Context: an optimization exercise on an open-source flow, tuned for small area, a short achievable clock period and few clock cycles. The choices shown serve that exercise and are no tape-out recipe.
The RTL was checked by simulation tests, not by an equivalence proof against the original design.
No activity file was given, so power comes from the tool's default toggle rates.

==> design.v <==
module simplecpu (
    input  wire        clk,
    input  wire        rst,
    output wire        mem_req,
    output wire        mem_we,
    output wire [15:0] mem_addr,
    output wire [7:0]  mem_wdata,
    input  wire        mem_ready,
    input  wire [7:0]  mem_rdata,
    output wire        out_valid,
    output wire [7:0]  out_data,
    output wire        in_req,
    input  wire        in_ack,
    input  wire [7:0]  in_data,
    output wire        halted,
    output wire [1:0]  fault,
    input  wire [3:0]  dbg_sel,
    output reg  [15:0] dbg_data
);
    localparam [7:0] OP_NOP  = 8'h00, OP_LDI  = 8'h01, OP_LDM  = 8'h02,
                     OP_ST   = 8'h03, OP_MOV  = 8'h04, OP_PUSH = 8'h05,
                     OP_POP  = 8'h06, OP_ADD  = 8'h10, OP_ADDI = 8'h11,
                     OP_SUB  = 8'h12, OP_SUBI = 8'h13, OP_MUL  = 8'h14,
                     OP_DIV  = 8'h15, OP_INC  = 8'h16, OP_DEC  = 8'h17,
                     OP_AND  = 8'h20, OP_OR   = 8'h21, OP_XOR  = 8'h22,
                     OP_NOT  = 8'h23, OP_SHL  = 8'h24, OP_SHR  = 8'h25,
                     OP_CMP  = 8'h30, OP_CMPI = 8'h31, OP_JMP  = 8'h40,
                     OP_JZ   = 8'h41, OP_JNZ  = 8'h42, OP_JC   = 8'h43,
                     OP_JNC  = 8'h44, OP_CALL = 8'h45, OP_RET  = 8'h46,
                     OP_IN   = 8'h50, OP_OUT  = 8'h51, OP_HLT  = 8'hFF;
    localparam [3:0] S_F    = 4'd0,    
                     S_O    = 4'd1,    
                     S_RD0  = 4'd2,
                     S_RD1  = 4'd3,
                     S_WR0  = 4'd4,
                     S_WR1  = 4'd5,
                     S_IO   = 4'd6,    
                     S_RETW = 4'd7,    
                     S_MD0  = 4'd8,    
                     S_MD   = 4'd9,    
                     S_HALT = 4'd10,
                     S_MD1  = 4'd11;   
    reg [15:0] ra, rb, rc, rd, sp, pc;
    reg [3:0]  flags;             
    reg [63:0] icount;
    reg        timer_en;
    reg [15:0] timer_val;
    reg [1:0]  fault_q;
    reg [3:0]  state;
    reg [15:0] addr;              
    reg        pend;              
    reg        retire;            
    reg [7:0]  op;
    reg [1:0]  opos, olast;
    reg [2:0]  ca, cb;            
    reg [15:0] imm;               
    reg [15:0] mq;
    reg [15:0] mr;
    reg        msticky;
    reg [3:0]  mcnt;
    function [2:0] opnd_count;    
        input [7:0] o;
        begin
            case (o)
                OP_NOP, OP_RET, OP_HLT: opnd_count = 3'd0;
                OP_MOV, OP_PUSH, OP_POP, OP_ADD, OP_SUB, OP_MUL, OP_DIV,
                OP_INC, OP_DEC, OP_AND, OP_OR, OP_XOR, OP_NOT, OP_CMP:
                    opnd_count = 3'd1;
                OP_SHL, OP_SHR, OP_JMP, OP_JZ, OP_JNZ, OP_JC, OP_JNC, OP_CALL:
                    opnd_count = 3'd2;
                OP_LDI, OP_LDM, OP_ST, OP_ADDI, OP_SUBI, OP_CMPI, OP_IN, OP_OUT:
                    opnd_count = 3'd3;
                default: opnd_count = 3'd7;
            endcase
        end
    endfunction
    function [2:0] code8;
        input [7:0] x;
        code8 = (x < 8'd6) ? x[2:0] : 3'd7;
    endfunction
    function [2:0] code4;
        input [3:0] x;
        code4 = (x < 4'd6) ? x[2:0] : 3'd7;
    endfunction
    wire        acc_state = (state == S_F) || (state == S_O) ||
                            (state == S_RD0) || (state == S_RD1) ||
                            (state == S_WR0) || (state == S_WR1) ||
                            (state == S_IO);
    wire        acc_we    = (state == S_WR0) || (state == S_WR1) ||
                            (state == S_IO && op == OP_OUT);
    wire        acc_port  = (addr[15:2] == 14'h3FC0);
    wire [1:0]  port_sel  = addr[1:0];
    reg  [15:0] rA, rB;
    always @(*) begin
        case (ca)
            3'd0: rA = ra;
            3'd1: rA = rb;
            3'd2: rA = rc;
            3'd3: rA = rd;
            3'd4: rA = sp;
            3'd5: rA = pc;
            default: rA = 16'h0000;
        endcase
        case (cb)
            3'd0: rB = ra;
            3'd1: rB = rb;
            3'd2: rB = rc;
            3'd3: rB = rd;
            3'd4: rB = sp;
            3'd5: rB = pc;
            default: rB = 16'h0000;
        endcase
    end
    wire [15:0] wval = (op == OP_CALL) ? mr : rA;
    wire [7:0]  acc_wdata = (state == S_WR1) ? wval[15:8] : wval[7:0];
    reg        acc_done;
    reg [7:0]  acc_rdata;
    always @(*) begin
        acc_done  = 1'b0;
        acc_rdata = 8'h00;
        if (acc_state) begin
            if (!acc_port) begin
                acc_done  = mem_ready;
                acc_rdata = mem_rdata;
            end else begin
                case (port_sel)
                    2'd0: acc_done = 1'b1;
                    2'd1: begin
                        if (acc_we) acc_done = 1'b1;
                        else begin
                            acc_done  = in_ack;
                            acc_rdata = in_data;
                        end
                    end
                    2'd2: begin
                        acc_done  = 1'b1;
                        acc_rdata = {7'd0, timer_en};
                    end
                    default: begin
                        acc_done  = 1'b1;
                        acc_rdata = timer_val[7:0];
                    end
                endcase
            end
        end
    end
    assign mem_req   = acc_state && !acc_port;
    assign mem_we    = acc_we;
    assign mem_addr  = addr;
    assign mem_wdata = acc_wdata;
    assign out_valid = acc_state && acc_port && acc_we && port_sel == 2'd0;
    assign out_data  = acc_wdata;
    assign in_req    = acc_state && acc_port && !acc_we && port_sel == 2'd1;
    wire [15:0] addr_inc = addr + 16'd1;
    wire        sp_dec   = (state == S_WR1) || (state == S_O && op != OP_POP);
    wire [15:0] sp_adj   = sp + ((state == S_RD1) ? 16'd2 : sp_dec ? 16'hFFFE : 16'd0);
    wire f_packed = (op == OP_MOV) || (op == OP_ADD) || (op == OP_SUB) ||
                    (op == OP_MUL) || (op == OP_DIV) || (op == OP_AND) ||
                    (op == OP_OR)  || (op == OP_XOR) || (op == OP_CMP);
    wire f_store  = (op == OP_ST) || (op == OP_OUT);
    wire f_jump   = (op[7:4] == 4'h4);            
    wire f_rfirst = !f_packed && !f_store && !f_jump;
    wire o_last   = (opos == olast);
    function [3:0] lzc16;
        input [15:0] x;
        integer k;
        begin
            lzc16 = 4'd0;
            for (k = 0; k < 16; k = k + 1)
                if (x[k]) lzc16 = 4'd15 - k[3:0];
        end
    endfunction
    wire        md_div  = op[0];                  
    wire        zA      = (rA == 16'h0000);
    wire        zB      = (rB == 16'h0000);
    wire [3:0]  la      = lzc16(rA);
    wire [3:0]  lb      = lzc16(rB);
    wire        selA    = !md_div && (la > lb);
    wire [3:0]  lm      = selA ? la : lb;
    wire [16:0] md_x   = md_div ? {1'b0, mr} : {1'b0, mr[14:0], 1'b0};
    wire [16:0] md_y   = md_div ? {1'b1, ~imm} : (mq[15] ? {1'b0, imm} : 17'd0);
    wire [16:0] md_s   = md_x + md_y + {16'd0, md_div};
    wire        md_ge  = !md_s[16];
    wire [15:0] mr_n   = (md_div && !md_ge) ? mr : md_s[15:0];
    wire [15:0] mq_n   = md_div ? {mq[14:0], md_ge} : {mq[14:0], 1'b0};
    wire        mst_n  = msticky | mr[15] | md_s[16];
    wire is_sub  = (op == OP_SUB) || (op == OP_SUBI) || (op == OP_CMP) ||
                   (op == OP_CMPI) || (op == OP_DEC);
    wire is_incdec = (op == OP_INC) || (op == OP_DEC);
    wire [15:0] opb  = f_packed ? rB : (is_incdec ? 16'd1 : imm);
    wire [16:0] addsub = {1'b0, rA} + {1'b0, is_sub ? ~opb : opb} + {16'd0, is_sub};
    wire        as_c = is_sub ? !addsub[16] : addsub[16];
    wire        as_o = is_sub ? ((rA[15] != opb[15]) && (addsub[15] != rA[15]))
                              : ((rA[15] == opb[15]) && (addsub[15] != rA[15]));
    wire        md1     = (state == S_MD1);
    wire [7:0]  shamt   = imm[7:0];
    wire        sh_left = md1 || (op == OP_SHL);
    wire [15:0] sh_src  = md1 ? mq : rA;
    wire [4:0]  sh_k    = md1 ? {1'b0, mcnt} : shamt[4:0];
    wire [15:0] rA_rev;
    genvar gi;
    generate for (gi = 0; gi < 16; gi = gi + 1) begin : g_rev
        assign rA_rev[gi] = sh_src[15 - gi];
    end endgenerate
    wire [16:0] sh_in  = {sh_left ? rA_rev : sh_src, 1'b0};
    wire        sh_big = !md1 && ((shamt[7:5] != 3'd0) || (shamt[4] && shamt[3:0] != 4'd0));
    wire [16:0] sh_out = sh_big ? 17'd0 : (sh_in >> sh_k);
    wire [15:0] sh_res;
    generate for (gi = 0; gi < 16; gi = gi + 1) begin : g_shr
        assign sh_res[gi] = sh_left ? sh_out[16 - gi] : sh_out[gi + 1];
    end endgenerate
    reg  [15:0] alu_v;
    reg         alu_c, alu_o, alu_wf, alu_wr;
    always @(*) begin
        alu_v  = addsub[15:0];
        alu_c  = 1'b0;
        alu_o  = 1'b0;
        alu_wf = 1'b1;
        alu_wr = 1'b1;
        case (op)
            OP_ADD, OP_ADDI, OP_SUB, OP_SUBI: begin alu_c = as_c; alu_o = as_o; end
            OP_CMP, OP_CMPI: begin alu_c = as_c; alu_o = as_o; alu_wr = 1'b0; end
            OP_INC, OP_DEC: ;
            OP_AND:  alu_v = rA & rB;
            OP_OR:   alu_v = rA | rB;
            OP_XOR:  alu_v = rA ^ rB;
            OP_NOT:  alu_v = ~rA;
            OP_SHL, OP_SHR: begin alu_v = sh_res; alu_c = sh_out[0]; end
            OP_MOV:  begin alu_v = rB;  alu_wf = 1'b0; end
            OP_LDI, OP_LDM, OP_POP, OP_IN: begin alu_v = imm; alu_wf = 1'b0; end
            OP_MUL, OP_DIV: begin alu_v = mr; alu_wf = 1'b0; end
            default: begin alu_wf = 1'b0; alu_wr = 1'b0; end
        endcase
    end
    reg take;
    always @(*) begin
        case (op[2:0])
            3'd0: take = 1'b1;
            3'd1: take = flags[3];
            3'd2: take = !flags[3];
            3'd3: take = flags[2];
            3'd4: take = !flags[2];
            default: take = 1'b0;
        endcase
    end
    reg         we1, spw;
    reg  [15:0] w1;
    always @(*) begin
        we1 = 1'b0;
        spw = 1'b0;
        w1  = alu_v;
        case (state)
            S_F: we1 = pend && alu_wr;
            S_RD1: spw = acc_done && (op != OP_LDM);
            S_WR1: spw = acc_done && (op != OP_ST);
            S_MD: if (mcnt == 4'd0) begin
                w1  = mq_n;
                we1 = md_div;
            end
            default: ;
        endcase
    end
    always @(posedge clk) begin
        if (rst) begin
            ra <= 16'h0000; rb <= 16'h0000; rc <= 16'h0000; rd <= 16'h0000;
            sp <= 16'hFEFF;
        end else begin
            if (we1 && ca == 3'd0) ra <= w1;
            if (we1 && ca == 3'd1) rb <= w1;
            if (we1 && ca == 3'd2) rc <= w1;
            if (we1 && ca == 3'd3) rd <= w1;
            if      (we1 && ca == 3'd4) sp <= w1;
            else if (spw)               sp <= sp_adj;
        end
    end
    always @(posedge clk) begin
        if (rst) begin
            pc        <= 16'h0100;
            addr      <= 16'h0100;
            flags     <= 4'h0;
            icount    <= 64'd0;
            timer_en  <= 1'b0;
            timer_val <= 16'h0000;
            fault_q   <= 2'd0;
            state     <= S_F;
            pend      <= 1'b0;
            retire    <= 1'b0;
        end else begin
            retire <= 1'b0;
            if (retire) icount <= icount + 64'd1;
            if (acc_state && acc_port && acc_we) begin
                if (port_sel == 2'd2) begin
                    if (acc_wdata != 8'h00) begin
                        timer_en  <= 1'b1;
                        timer_val <= 16'h0000;
                    end else begin
                        timer_en  <= 1'b0;
                    end
                end else if (port_sel == 2'd3) begin
                    timer_val <= {8'h00, acc_wdata};
                end
            end
            case (state)
                S_F: begin
                    pend <= 1'b0;
                    if (pend && alu_wf)
                        flags <= {alu_v == 16'h0000, alu_c, alu_v[15], alu_o};
                    if (acc_done) begin
                        op   <= acc_rdata;
                        pc   <= addr;
                        addr <= addr_inc;
                        if (timer_en) timer_val <= timer_val + 16'd1;
                        opos  <= 2'd0;
                        olast <= opnd_count(acc_rdata) - 3'd1;
                        case (opnd_count(acc_rdata))
                            3'd7: begin fault_q <= 2'd2; state <= S_HALT; end
                            3'd0: begin
                                if (acc_rdata == OP_HLT) state <= S_HALT;
                                else if (acc_rdata == OP_RET) begin
                                    if (pend && alu_wr && ca == 3'd4) state <= S_RETW;
                                    else begin
                                        addr  <= sp_adj;
                                        state <= S_RD0;
                                    end
                                end
                                else retire <= 1'b1;       
                            end
                            default: state <= S_O;
                        endcase
                    end
                end
                S_O: if (acc_done) begin
                    opos <= opos + 2'd1;
                    addr <= addr_inc;
                    if ((opos == 2'd0 && (f_store || f_jump)) || (opos == 2'd1 && f_rfirst))
                        imm[7:0] <= acc_rdata;
                    if ((opos == 2'd1 && (f_store || f_jump)) || (opos == 2'd2 && f_rfirst))
                        imm[15:8] <= acc_rdata;
                    if (f_packed) begin
                        ca <= code4(acc_rdata[7:4]);
                        cb <= code4(acc_rdata[3:0]);
                    end else if ((opos == 2'd0 && f_rfirst) || (opos == 2'd2 && f_store))
                        ca <= code8(acc_rdata);
                    if (o_last) begin
                        mr <= addr_inc;
                        case (op)
                            OP_LDM: begin addr <= {acc_rdata, imm[7:0]}; state <= S_RD0; end
                            OP_ST:  begin addr <= imm; state <= S_WR0; end
                            OP_IN:  begin addr <= {acc_rdata, imm[7:0]}; state <= S_IO; end
                            OP_OUT: begin addr <= imm; state <= S_IO; end
                            OP_PUSH, OP_CALL: begin addr <= sp_adj; state <= S_WR0; end
                            OP_POP: begin addr <= sp_adj; state <= S_RD0; end
                            OP_MUL, OP_DIV: state <= S_MD0;
                            OP_JMP, OP_JZ, OP_JNZ, OP_JC, OP_JNC: begin
                                if (take) addr <= {acc_rdata, imm[7:0]};
                                retire <= 1'b1;
                                state  <= S_F;
                            end
                            default: begin
                                pend   <= 1'b1;
                                retire <= 1'b1;
                                state  <= S_F;
                            end
                        endcase
                    end
                end
                S_RETW: begin addr <= sp_adj; state <= S_RD0; end
                S_RD0: if (acc_done) begin
                    imm[7:0] <= acc_rdata;
                    addr     <= addr_inc;
                    state    <= S_RD1;
                end
                S_RD1: if (acc_done) begin
                    imm[15:8] <= acc_rdata;
                    pend   <= (op != OP_RET);
                    addr   <= (op == OP_RET) ? {acc_rdata, imm[7:0]} : mr;
                    retire <= 1'b1;
                    state  <= S_F;
                end
                S_WR0: if (acc_done) begin
                    addr  <= addr_inc;
                    state <= S_WR1;
                end
                S_WR1: if (acc_done) begin
                    addr   <= (op == OP_CALL) ? imm : mr;
                    retire <= 1'b1;
                    state  <= S_F;
                end
                S_IO: if (acc_done) begin
                    imm    <= {8'h00, acc_rdata};
                    pend   <= (op == OP_IN);
                    addr   <= mr;
                    retire <= 1'b1;
                    state  <= S_F;
                end
                S_MD0: begin
                    mr      <= md_div ? rA : 16'h0000;
                    mq      <= selA ? rA : rB;        
                    imm     <= selA ? rB : rA;        
                    msticky <= 1'b0;
                    mcnt    <= lm;
                    if (md_div && zB) begin
                        fault_q <= 2'd1;
                        state   <= S_HALT;
                    end else if (!md_div && (zA || zB)) begin
                        flags  <= 4'b1000;            
                        pend   <= 1'b1;
                        retire <= 1'b1;
                        state  <= S_F;
                    end else
                        state <= S_MD1;
                end
                S_MD1: begin
                    mcnt  <= md_div ? mcnt : 4'd15 - mcnt;
                    if (md_div) begin
                        mq  <= 16'h0000;
                        imm <= sh_res;
                    end else
                        mq  <= sh_res;
                    state <= S_MD;
                end
                S_MD: begin
                    mr      <= mr_n;
                    mq      <= mq_n;
                    msticky <= mst_n;
                    if (md_div) imm <= {1'b0, imm[15:1]};
                    mcnt    <= mcnt - 4'd1;
                    if (mcnt == 4'd0) begin
                        flags  <= md_div ? {mq_n == 16'h0000, 1'b0, mq_n[15], 1'b0}
                                         : {mr_n == 16'h0000, mst_n, mr_n[15], 1'b0};
                        ca     <= md_div ? cb : ca;   
                        pend   <= 1'b1;
                        retire <= 1'b1;
                        state  <= S_F;
                    end
                end
                default: state <= S_HALT;
            endcase
        end
    end
    assign halted = (state == S_HALT);
    assign fault  = fault_q;
    always @(*) begin
        case (dbg_sel)
            4'd0:  dbg_data = ra;
            4'd1:  dbg_data = rb;
            4'd2:  dbg_data = rc;
            4'd3:  dbg_data = rd;
            4'd4:  dbg_data = sp;
            4'd5:  dbg_data = pc;
            4'd6:  dbg_data = {8'h00, flags, 4'h0};
            4'd7:  dbg_data = timer_val;
            4'd8:  dbg_data = {15'd0, timer_en};
            4'd9:  dbg_data = icount[15:0];
            4'd10: dbg_data = icount[31:16];
            4'd11: dbg_data = icount[47:32];
            4'd12: dbg_data = icount[63:48];
            default: dbg_data = 16'h0000;
        endcase
    end
endmodule
==> flow/run.sh <==
#!/bin/bash
# Layout flow: the standard ORFS flow (standard.sh), except that synthesis
# maps the logic with ABC's area-oriented mapper (strash; dc2; &get -n; &dch; &nf -a; &put; topo)
# instead of ORFS's delay-oriented script. Everything else in synthesis (the
# yosys passes, register mapping, naming) is ORFS's and the standard flow's own script, so
# the registers are exactly those of the standard synthesis.
set -euo pipefail
W=$(pwd)

# ORFS's scripts, with only the ABC area script replaced
rm -rf "$W/scripts_area"
mkdir -p "$W/scripts_area"
cp -r "$FLOW_HOME/scripts/." "$W/scripts_area/"
printf 'strash\ndc2\n&get -n\n&dch\n&nf -a\n&put\ntopo\n' > "$W/scripts_area/abc_area.script"

# synthesis (the standard flow's synthesis script, ORFS synth.tcl, area mapping)
make -C "$FLOW_HOME" DESIGN_CONFIG="$W/config.mk" WORK_HOME="$W/orfs" \
    CLKGATE_MAP_FILE= SYNTH_SCRIPT="$W/synth_recipe.tcl" \
    SCRIPTS_DIR="$W/scripts_area" ABC_AREA=1 synth > "$W/synth_make.log" 2>&1

# the rest of the layout: the standard flow from floorplan to finish,
# which also writes out/final.def
bash "$W/standard.sh" finish > "$W/layout_make.log" 2>&1
==> standard.sh <==
#!/bin/bash
# synth_recipe.tcl (not shown) runs the flow's synth.tcl, then flattens the netlist and writes it again
# the make line also repeats each setting of config.mk as NAME=value (left out here)
make -C /OpenROAD-flow-scripts/flow DESIGN_CONFIG=/design/flow/config.mk WORK_HOME=/design/flow/orfs CLKGATE_MAP_FILE= SYNTH_SCRIPT=/design/flow/synth_recipe.tcl "${@:-finish}"
==> config.mk <==
export PLATFORM = sky130hd
export DESIGN_NAME = simplecpu
export DESIGN_NICKNAME = simplecpu
export VERILOG_FILES = /design/flow/design.v
export SDC_FILE = /design/flow/constraint.sdc
export NUM_CORES = 4
export LEC_CHECK = 0
export CAP_MARGIN = 10
export CORE_MARGIN = 2
export CORE_UTILIZATION = 45
export SETUP_SLACK_MARGIN = 5
export SLEW_MARGIN = 10
==> constraint.sdc <==
create_clock -name core_clock -period 11.0 [get_ports {clk}]
set_input_delay 2.2000 -clock core_clock [delete_from_list [all_inputs] [get_ports {clk}]]
set_output_delay 2.2000 -clock core_clock [all_outputs]
set_load 0.01 [all_outputs]
==> impl_metrics.xml, run 1 <==
<?xml version="1.0" encoding="UTF-8"?>
<metrics>
  <group name="layout">
    <metric name="finish.net_count" unit="">3237</metric>
    <metric name="drive_above_1_share" unit="">0.116</metric>
    <metric name="fill_cells" unit="">4519</metric>
    <metric name="synth_to_final_area_change" unit="%">22.3</metric>
    <metric name="final_common_cell" unit="">sky130_fd_sc_hd__nor2_1</metric>
    <metric name="final_cell_mix" unit="">sky130_fd_sc_hd__nor2_1, sky130_fd_sc_hd__a21oi_1, sky130_fd_sc_hd__nand2_1</metric>
  </group>
  <group name="clocking">
    <metric name="cts-htree-levels" unit="">2</metric>
    <metric name="cts_inserted_buffers" unit="">35</metric>
    <metric name="clockRootBuffer" unit="">sky130_fd_sc_hd__clkbuf_16</metric>
    <metric name="clock_tree_from_tritoncts" unit="">done</metric>
    <metric name="clock_latency" unit="ns">0.57</metric>
    <metric name="cts.reportedPaths.clkPinSlew" unit="ns">0.07</metric>
    <metric name="cts_max_path_buffers" unit="">3</metric>
    <metric name="cts_hold_repair.buffers" unit="">0</metric>
    <metric name="tritoncts_num_sinks" unit="">276</metric>
  </group>
  <group name="global_routing">
    <metric name="antenna_found_initial" unit="">5</metric>
    <metric name="number_of_global_route_vias_before_repair" unit="">25700</metric>
    <metric name="grt_max_degree" unit="">197</metric>
    <metric name="wire_length_of_the_first_global_routing_pass" unit="mm">174</metric>
    <metric name="grt_util_all_layers" unit="">0.466</metric>
    <metric name="overflow" unit="">0</metric>
  </group>
  <group name="setup_path">
    <metric name="required" unit="ns">11.48</metric>
    <metric name="setup.worst_path.start_class" unit="">flip-flop</metric>
    <metric name="criticalPathCategory" unit="">flip-flop to flip-flop</metric>
    <metric name="critical_path_peak_fanout" unit="">11</metric>
    <metric name="cp_data_arrival_time" unit="ns">6.86</metric>
    <metric name="timing.critical_path.to_type" unit="">flip-flop</metric>
    <metric name="ff2ff_path_depth" unit="">40</metric>
    <metric name="critical-path-max-stage-delay" unit="ns">0.44</metric>
    <metric name="total_stage_count_of_the_critical_path" unit="">40</metric>
    <metric name="crit_path_frequent_cell" unit="">sky130_fd_sc_hd__buf_4</metric>
    <metric name="timing.critical_path.max_delay_family" unit="">buffers and inverters</metric>
    <metric name="cp.buffers_inverters" unit="">26</metric>
    <metric name="timing.critical_path.slowest_stage_cell" unit="">sky130_fd_sc_hd__edfxtp_1</metric>
  </group>
  <group name="detailed_routing">
    <metric name="detail-route-antenna-nets" unit="">0</metric>
    <metric name="route.detailed.vias_per_inst" unit="">7.38</metric>
    <metric name="drt_pass1_iterations" unit="">13</metric>
    <metric name="wl_cell" unit="µm">32.1</metric>
    <metric name="via_count" unit="">27700</metric>
    <metric name="detailedRoute.firstIterationViolations" unit="">5593</metric>
    <metric name="detail_route.drc_violations" unit="">0</metric>
    <metric name="route.final.wire_length" unit="mm">121</metric>
  </group>
  <group name="die">
    <metric name="std_cell_rows" unit="">80</metric>
    <metric name="design.portCount" unit="">79</metric>
    <metric name="placeableCoreArea" unit="mm²">0.0476</metric>
    <metric name="die_ar" unit="mm²">0.0499</metric>
    <metric name="die_width" unit="µm">223</metric>
    <metric name="die_height" unit="µm">223</metric>
    <metric name="initial_core_util" unit="">0.455</metric>
  </group>
  <group name="placement">
    <metric name="buffer_ports.inserted" unit="">78</metric>
    <metric name="place_hpwl" unit="mm">87.5</metric>
    <metric name="dp_slack" unit="ns">3.64</metric>
    <metric name="place.gp.congestion" unit="">1.06</metric>
  </group>
  <group name="logic_synthesis">
    <metric name="ys_async_sr_fraction" unit="">0</metric>
    <metric name="post_synth_inst_count" unit="">2821</metric>
    <metric name="ys_types" unit="">64</metric>
    <metric name="postSynthAreaPerCell" unit="µm²">7.68</metric>
    <metric name="yosys_warnings" unit="">1</metric>
    <metric name="netlist_area" unit="mm²">0.0217</metric>
    <metric name="seq_area_frac_synth" unit="">0.288</metric>
    <metric name="synthesis.nets" unit="">2941</metric>
    <metric name="synth_enable_flop_cells" unit="">71</metric>
    <metric name="synth-seq-cells" unit="">276</metric>
    <metric name="synth_top_flop_cell" unit="">sky130_fd_sc_hd__dfxtp_1</metric>
  </group>
  <group name="run">
    <metric name="drv.max_cap_violation_count" unit="">0</metric>
  </group>
  <group name="timing">
    <metric name="timing_worst_slew_pin_value" unit="ns">1.24</metric>
    <metric name="peak_freq" unit="GHz">0.157</metric>
    <metric name="timing_max_transition_violations_final" unit="">0</metric>
    <metric name="final.setup_skew" unit="ns">0.0160</metric>
    <metric name="finalHoldViolCount" unit="">0</metric>
    <metric name="timing.slew.headroom" unit="">0.168</metric>
    <metric name="time_the_final_worst_path_needs_with_i_o_delays_and_setup" unit="ns">6.39</metric>
    <metric name="min_period_over_period" unit="">0.581</metric>
    <metric name="final.setup.worst_slack" unit="ns">4.61</metric>
    <metric name="rsz0062_at_grt" unit="">true</metric>
    <metric name="final.setup.tns" unit="ns">0</metric>
    <metric name="final-setup-viol-count" unit="">0</metric>
  </group>
  <group name="hold_path">
    <metric name="hold_path_depth" unit="">1</metric>
    <metric name="worstHoldPathType" unit="">flip-flop to flip-flop</metric>
  </group>
  <group name="power">
    <metric name="power_per_cell_area" unit="mW/mm²">210</metric>
    <metric name="power.static_leakage" unit="nW">9.25</metric>
    <metric name="ir_drop" unit="mV">0.204</metric>
  </group>
  <group name="outcome">
    <metric name="status" unit="">timing/DRC/antenna clean</metric>
  </group>
</metrics>
-- cells in the mapped netlist (all sizes together) (19+ instances only) --
master | instances | share of area
a221oi | 42 | 0.017
a211oi | 93 | 0.032
nor4 | 44 | 0.013
o21bai | 33 | 0.011
o21a | 21 | 0.0073
a221o | 19 | 0.0088
and3 | 34 | 0.0098
dfxtp | 205 | 0.19
nand3 | 67 | 0.015
a31oi | 20 | 0.0058
clkinv | 98 | 0.017
a222oi | 107 | 0.049
o31ai | 19 | 0.0066
o21ai | 192 | 0.044
nand4 | 64 | 0.018
nor3 | 109 | 0.025
nor2b | 22 | 0.0064
a21oi | 339 | 0.078
nor2 | 368 | 0.064
o221ai | 27 | 0.011
a22oi | 62 | 0.021
mux2i | 23 | 0.011
edfxtp | 71 | 0.098
xnor2 | 53 | 0.021
mux2 | 19 | 0.0099
and2 | 41 | 0.012
nand2 | 284 | 0.049
ha | 92 | 0.053
-- per-layer routing --
layer  GRT usage  part of all wire  vias to the layer above
li1            -                 -                    11800
met3       0.132              0.14                      713
met5           0           0.00021                        -
met2       0.676              0.40                     2360
met1       0.578              0.36                    12900
met4       0.373              0.10                        4
-- cell type report --
| class | instances | area (µm²) | share of cell area |
|---|---|---|---|
| clock buffers | 46 | 973 | 0.0367 |
| diodes | 3 | 7.51 | 0.000283 |
| repair buffers | 266 | 2400 | 0.0905 |
| well taps | 615 | 769 | 0.0290 |
| inverters | 98 | 399 | 0.0151 |
| multi-input cells | 2440 | 15600 | 0.588 |
| clock inverters | 15 | 126 | 0.00477 |
| flip-flops and latches | 276 | 6240 | 0.235 |
-- what timing repair did --
action,4_1_cts,5_1_grt
setup endpoints to repair,62,72
pin swaps,24,19
cloned,4,0
gates resized for setup,125,67
setup buffers,73,26
-- flip-flops by register name (all words and copies together) (netlist names), 8 cells and up --
name and flops:
mr 16, timer_val 16, op 8, imm 16, rd 16, pc 16
rb 16, icount 64, mq 16, addr 16, rc 16, ra 16
sp 16
-- worst reg2reg max path, delay by kind of cell, from the launching register on --
| family | cells | cell delay, ns |
|---|---|---|
| buffers and inverters | 26 | 2.82 |
| DFF | 1 | 0.44 |
| and+or+nand+nor | 7 | 1.51 |
| adders and majority gates | 1 | 0.34 |
| AOI/OAI and AO/OA | 5 | 0.87 |
| muxes | 1 | 0.34 |
-- report_power, final --
group	internal (W)	leakage (nW)	switching [W]
Combinational	0.00107	6.39	0.00181
Clock	0.000652	0.546	0.000511
Sequential	0.00121	2.31	0.000307
Total	0.00293	9.25	0.00263
-- logic make-up (layout without fill, tap and decap cells) --
| kind of cell | count (synthesis) | after routing | share of synthesized area |
|---|---|---|---|
| AO/OA/AOI/OAI | 1094 | 1094 | 0.339 |
| XOR/XNOR | 67 | 67 | 0.0271 |
| adder cells (fa/ha/maj) | 96 | 96 | 0.0568 |
| buffers and inverters | 106 | 425 | 0.0197 |
| flip-flops | 276 | 276 | 0.288 |
| multiplexers | 42 | 42 | 0.0205 |
| other | 0 | 3 | 0 |
| AND/OR/NAND/NOR | 1140 | 1141 | 0.250 |
-- worst paths after layout --
kind / start / endpoint / slack (ns)
setup / recovery: op[0] / flags[3] / 4.61
hold / removal: icount[58] / icount[58] / 0.53
setup reg to reg: op[0] / flags[3] / 4.61
hold reg to reg: icount[58] / icount[58] / 0.53
-- metrics by stage --
step	power, W	hold WS [ns]	utilization	area (µm²)	std cells
CTS	0.00523	0.522	0.547	26000	3730
floorplan	0.00283	0.425	-	21700	2821
finish	0.00555	0.533	0.556	26500	3759
global route	0.00572	0.550	0.556	26500	3756
global placement	0.00380	0.467	0.503	24000	3592
detailed placement	0.00383	0.500	0.503	24000	3592
Testbench counts, summed over its fixed seeds: cycles 451,283.
==> run 2: changes to the inputs <==
--- a/flow/run.sh
+++ b/flow/run.sh
@@ -1,6 +1,6 @@
 #!/bin/bash
 # Layout flow: the standard ORFS flow (standard.sh), except that synthesis
-# maps the logic with ABC's area-oriented mapper (strash; dc2; &get -n; &dch; &nf -a; &put; topo)
+# maps the logic with ABC's area-oriented mapper (strash; dc2; dc2; &get -n; &dch; &nf -a; &put; topo)
 # instead of ORFS's delay-oriented script. Everything else in synthesis (the
 # yosys passes, register mapping, naming) is ORFS's and the standard flow's own script, so
 # the registers are exactly those of the standard synthesis.
@@ -11,7 +11,7 @@
 rm -rf "$W/scripts_area"
 mkdir -p "$W/scripts_area"
 cp -r "$FLOW_HOME/scripts/." "$W/scripts_area/"
-printf 'strash\ndc2\n&get -n\n&dch\n&nf -a\n&put\ntopo\n' > "$W/scripts_area/abc_area.script"
+printf 'strash\ndc2\ndc2\n&get -n\n&dch\n&nf -a\n&put\ntopo\n' > "$W/scripts_area/abc_area.script"
 
 # synthesis (the standard flow's synthesis script, ORFS synth.tcl, area mapping)
 make -C "$FLOW_HOME" DESIGN_CONFIG="$W/config.mk" WORK_HOME="$W/orfs" \
==> run 2 against run 1 <==
  * Maximum frequency grew 6.2%
  * Sequential share of layout area grew 0.30 points
  * Hold slack lost 0.032 ns
  * Synthesized cell count grew 0.53%
  * Count of clock-buffer cells in the layout grew 2
  * Critical path type unchanged
  * Critical endpoint unchanged
==> impl_metrics.xml, run 2 <==
<?xml version="1.0" encoding="UTF-8"?>
<metrics>
  <group name="logic_synthesis">
    <metric name="post_synth_inst_count" unit="">2836</metric>
    <metric name="yosysMostFrequentCell" unit="">sky130_fd_sc_hd__nor2_1</metric>
    <metric name="yosys_warnings" unit="">1</metric>
    <metric name="yosysTopAreaCellShare" unit="">0.190</metric>
    <metric name="synth_enable_flop_cells" unit="">71</metric>
    <metric name="netlist_area" unit="mm²">0.0216</metric>
    <metric name="synth-seq-cells" unit="">276</metric>
    <metric name="postSynthAreaPerCell" unit="µm²">7.61</metric>
    <metric name="seq_area_frac_synth" unit="">0.289</metric>
    <metric name="synth_top_flop_cell" unit="">sky130_fd_sc_hd__dfxtp_1</metric>
    <metric name="ys_types" unit="">65</metric>
    <metric name="ys_async_sr_fraction" unit="">0</metric>
    <metric name="synth_largest_area_cell" unit="">sky130_fd_sc_hd__dfxtp_1</metric>
    <metric name="leading_post_synthesis_cells_by_cell_area" unit="">sky130_fd_sc_hd__dfxtp_1, sky130_fd_sc_hd__edfxtp_1, sky130_fd_sc_hd__nor2_1</metric>
    <metric name="synthesis.nets" unit="">2956</metric>
    <metric name="ys_top_cells_by_count" unit="">sky130_fd_sc_hd__nor2_1, sky130_fd_sc_hd__nand2_1, sky130_fd_sc_hd__a21oi_1</metric>
  </group>
  <group name="setup_path">
    <metric name="critical_path_peak_fanout" unit="">16</metric>
    <metric name="critical_path.reg2reg.startpoint" unit="">op[0]</metric>
    <metric name="reg2reg_setup_slack" unit="ns">4.99</metric>
    <metric name="cp_data_arrival_time" unit="ns">6.52</metric>
    <metric name="timing.critical_path.slowest_stage_cell" unit="">sky130_fd_sc_hd__o41a_1</metric>
    <metric name="setup.worst_path.start_class" unit="">flip-flop</metric>
    <metric name="ff2ff_path_depth" unit="">33</metric>
    <metric name="critical-path-max-stage-delay" unit="ns">0.46</metric>
    <metric name="worst_r2r_endpoint" unit="">flags[3]</metric>
    <metric name="timing.critical_path.to_type" unit="">flip-flop</metric>
    <metric name="required" unit="ns">11.51</metric>
    <metric name="criticalPathCategory" unit="">flip-flop to flip-flop</metric>
  </group>
  <group name="global_routing">
    <metric name="number_of_global_route_vias_before_repair" unit="">24400</metric>
    <metric name="grt_util_all_layers" unit="">0.455</metric>
    <metric name="overflow" unit="">0</metric>
    <metric name="grt_max_degree" unit="">98</metric>
    <metric name="wire_length_of_the_first_global_routing_pass" unit="mm">168</metric>
    <metric name="antenna_found_initial" unit="">4</metric>
  </group>
  <group name="hold_path">
    <metric name="hold_path_depth" unit="">2</metric>
    <metric name="worst_hold_path.endpoint" unit="">fault_q[1]</metric>
    <metric name="worstHoldPathType" unit="">flip-flop to flip-flop</metric>
    <metric name="worst_hold_startpoint" unit="">fault_q[1]</metric>
  </group>
  <group name="timing">
    <metric name="timing_worst_slew_pin_value" unit="ns">1.22</metric>
    <metric name="peak_freq" unit="GHz">0.166</metric>
    <metric name="rsz0062_at_grt" unit="">true</metric>
    <metric name="final.setup.worst_slack" unit="ns">4.99</metric>
    <metric name="finalHoldWorstSlack" unit="ns">0.501</metric>
    <metric name="timing_max_transition_violations_final" unit="">0</metric>
    <metric name="final.setup.tns" unit="ns">0</metric>
    <metric name="finalHoldViolCount" unit="">0</metric>
    <metric name="final.setup_skew" unit="ns">0.0309</metric>
    <metric name="time_the_final_worst_path_needs_with_i_o_delays_and_setup" unit="ns">6.01</metric>
    <metric name="min_period_over_period" unit="">0.547</metric>
    <metric name="final-setup-viol-count" unit="">0</metric>
    <metric name="timing.slew.headroom" unit="">0.181</metric>
  </group>
  <group name="power">
    <metric name="power.static_leakage" unit="nW">9.14</metric>
    <metric name="ir_drop" unit="mV">0.178</metric>
    <metric name="p_total" unit="W">0.00532</metric>
    <metric name="power_per_cell_area" unit="mW/mm²">203</metric>
  </group>
  <group name="placement">
    <metric name="buffer_ports.inserted" unit="">78</metric>
    <metric name="dp_slack" unit="ns">3.50</metric>
    <metric name="place.gp.congestion" unit="">1.05</metric>
    <metric name="place_hpwl" unit="mm">86.2</metric>
  </group>
  <group name="outcome">
    <metric name="status" unit="">timing/DRC/antenna clean</metric>
  </group>
  <group name="run">
    <metric name="drv.max_cap_violation_count" unit="">0</metric>
  </group>
  <group name="layout">
    <metric name="finish.net_count" unit="">3206</metric>
    <metric name="largest_register_ffs" unit="">64</metric>
    <metric name="synth_to_final_area_change" unit="%">21.3</metric>
    <metric name="registers.top_by_ff_count" unit="">icount</metric>
    <metric name="final_common_cell" unit="">sky130_fd_sc_hd__nor2_1</metric>
    <metric name="drive_above_1_share" unit="">0.110</metric>
    <metric name="final_cell_mix" unit="">sky130_fd_sc_hd__nor2_1, sky130_fd_sc_hd__nand2_1, sky130_fd_sc_hd__a21oi_1</metric>
  </group>
  <group name="detailed_routing">
    <metric name="route.met3.wl" unit="mm">15.0</metric>
    <metric name="via_count" unit="">27100</metric>
    <metric name="detail-route-antenna-nets" unit="">0</metric>
    <metric name="detail_route.drc_violations" unit="">0</metric>
    <metric name="met1Wirelength" unit="mm">42.4</metric>
    <metric name="topRoutingLayerUsed" unit="">met5</metric>
    <metric name="wl_cell" unit="µm">31.5</metric>
    <metric name="detailedRoute.firstIterationViolations" unit="">5049</metric>
    <metric name="route.final.wire_length" unit="mm">118</metric>
    <metric name="drt_pass1_iterations" unit="">12</metric>
    <metric name="routed-wl-met2" unit="mm">49.5</metric>
    <metric name="route.detailed.vias_per_inst" unit="">7.26</metric>
  </group>
  <group name="clocking">
    <metric name="cts_inserted_buffers" unit="">36</metric>
    <metric name="clock_latency" unit="ns">0.58</metric>
    <metric name="cts_max_path_buffers" unit="">3</metric>
    <metric name="cts.reportedPaths.clkPinSlew" unit="ns">0.07</metric>
    <metric name="tritoncts_num_sinks" unit="">276</metric>
    <metric name="clock_tree_from_tritoncts" unit="">done</metric>
    <metric name="clockRootBuffer" unit="">sky130_fd_sc_hd__clkbuf_16</metric>
    <metric name="cts-htree-levels" unit="">2</metric>
  </group>
  <group name="die">
    <metric name="die_height" unit="µm">223</metric>
    <metric name="std_cell_rows" unit="">80</metric>
    <metric name="die_width" unit="µm">223</metric>
    <metric name="initial_core_util" unit="">0.454</metric>
    <metric name="placeableCoreArea" unit="mm²">0.0475</metric>
    <metric name="design.portCount" unit="">79</metric>
    <metric name="die_ar" unit="mm²">0.0497</metric>
  </group>
</metrics>
==> run 2: cell types whose count changed in the layout (fill, tap and decap cells not counted), sizes merged, moves of 17 or more <==
cell	change
a21oi	-41
a31oi	+27
buf	-48
nand2	+28
nand4	-22
nor2	+38
nor4	-17
==> run 2: what timing repair did <==
item / in CTS / in global routing
pin swaps: 24 / 25
resized for setup: 121 / 84
cloned: 2 / 3
setup buffers: 20 / 45
hold buffers: 0 / 0
endpoints found under the setup margin: 76 / 81
==> run 2: metal layers <==
metal / track usage / up-vias
li1: - / 11600
met1: 0.557 / 12800
met2: 0.693 / 2035
met3: 0.127 / 574
met4: 0.311 / 6
met5: 0.00587 / -
==> run 2: critical path: cells and delay by family, from the launching register on <==
family                   cells  cell delay (ns)
flip-flops                   1             0.43
AND/OR/NAND/NOR             11             1.43
multiplexers                 1             0.33
buffers and inverters        4             0.62
AO/OA/AOI/OAI               15             2.59
adder cells (fa/ha/maj)      2             0.53
==> run 2: report_power, final <==
group	total (W)	leakage [nW]	internal (W)	switching (W)
clock	0.00123	0.584	0.000727	0.000502
combinational	0.00255	6.24	0.000881	0.00167
sequential	0.00154	2.31	0.00120	0.000342
total	0.00532	9.14	0.00281	0.00251
==> run 2: how the worst max path moves through the flow <==
stage               startpoint           to  slack, ns  cells after the start
floorplan                op[0]     flags[3]       3.65                     34
global route             op[0]     flags[3]       4.74                     33
detailed placement  dbg_sel[3]  dbg_data[5]       3.50                      8
finish                   op[0]     flags[3]       4.99                     33
global placement    dbg_sel[3]  dbg_data[5]       3.65                      8
CTS                   state[2]  out_data[6]       4.82                      6
==> run 2: metrics by stage <==
| stage | util | std cells | area, µm² |
|---|---|---|---|
| 2_1_floorplan | - | 2836 | 21700 |
| 3_3_place_gp | 0.501 | 3593 | 23800 |
| 3_5_place_dp | 0.501 | 3593 | 23800 |
| 4_1_cts | 0.537 | 3680 | 25500 |
| 5_1_grt | 0.550 | 3728 | 26200 |
| 6_report | 0.551 | 3729 | 26200 |
==> run 2: cell families (layout without fill, tap and decap cells) <==
logic type               after synthesis  count (layout)  share of synthesized area
multiplexers                          47              47                     0.0227
adder cells (fa/ha/maj)               96              96                     0.0571
AND/OR/NAND/NOR                     1165            1166                      0.250
other                                  0               1                          0
flip-flops                           276             276                      0.289
AO/OA/AOI/OAI                       1070            1070                      0.332
XOR/XNOR                              67              67                     0.0272
buffers and inverters                115             391                     0.0214
==> run 2: cell type report <==
class	instances	area, µm²
Inverter	107	434
Fill cell	4593	21400
Antenna cell	1	2.50
Clock buffer	48	986
Timing Repair Buffer	219	2030
Sequential cell	276	6240
Clock inverter	17	208
Multi-Input combinational cell	2446	15500
Tap cell	615	769

static timing again, ports no longer ideal:
In the flow no input, the clock included, has a driving cell. The finished layouts below were timed again as built, in two steps. Step 1 assumes that a clkbuf_16 drives the clock port and a buf_2 every other input. Step 2, shift: input delay + t, output delay - t, t = (earliest + latest rising clock arrival at the registers) / 2. This alone moves slack from input paths to output paths. Three values: no drivers, after step 1, after step 2; two values: the first two.
run	shift t [ns]	slack for setup (ns)	worst setup path after step 2
run 1	0.631	4.614 / 4.614 / 4.614	register to register
run 2	0.627	4.987 / 4.964 / 4.636	input to register
After both steps setup and hold are still met in every run listed. The setup slack of run 2, which loses most, moves by -0.023 ns with the drivers and by -0.351 ns with both steps.
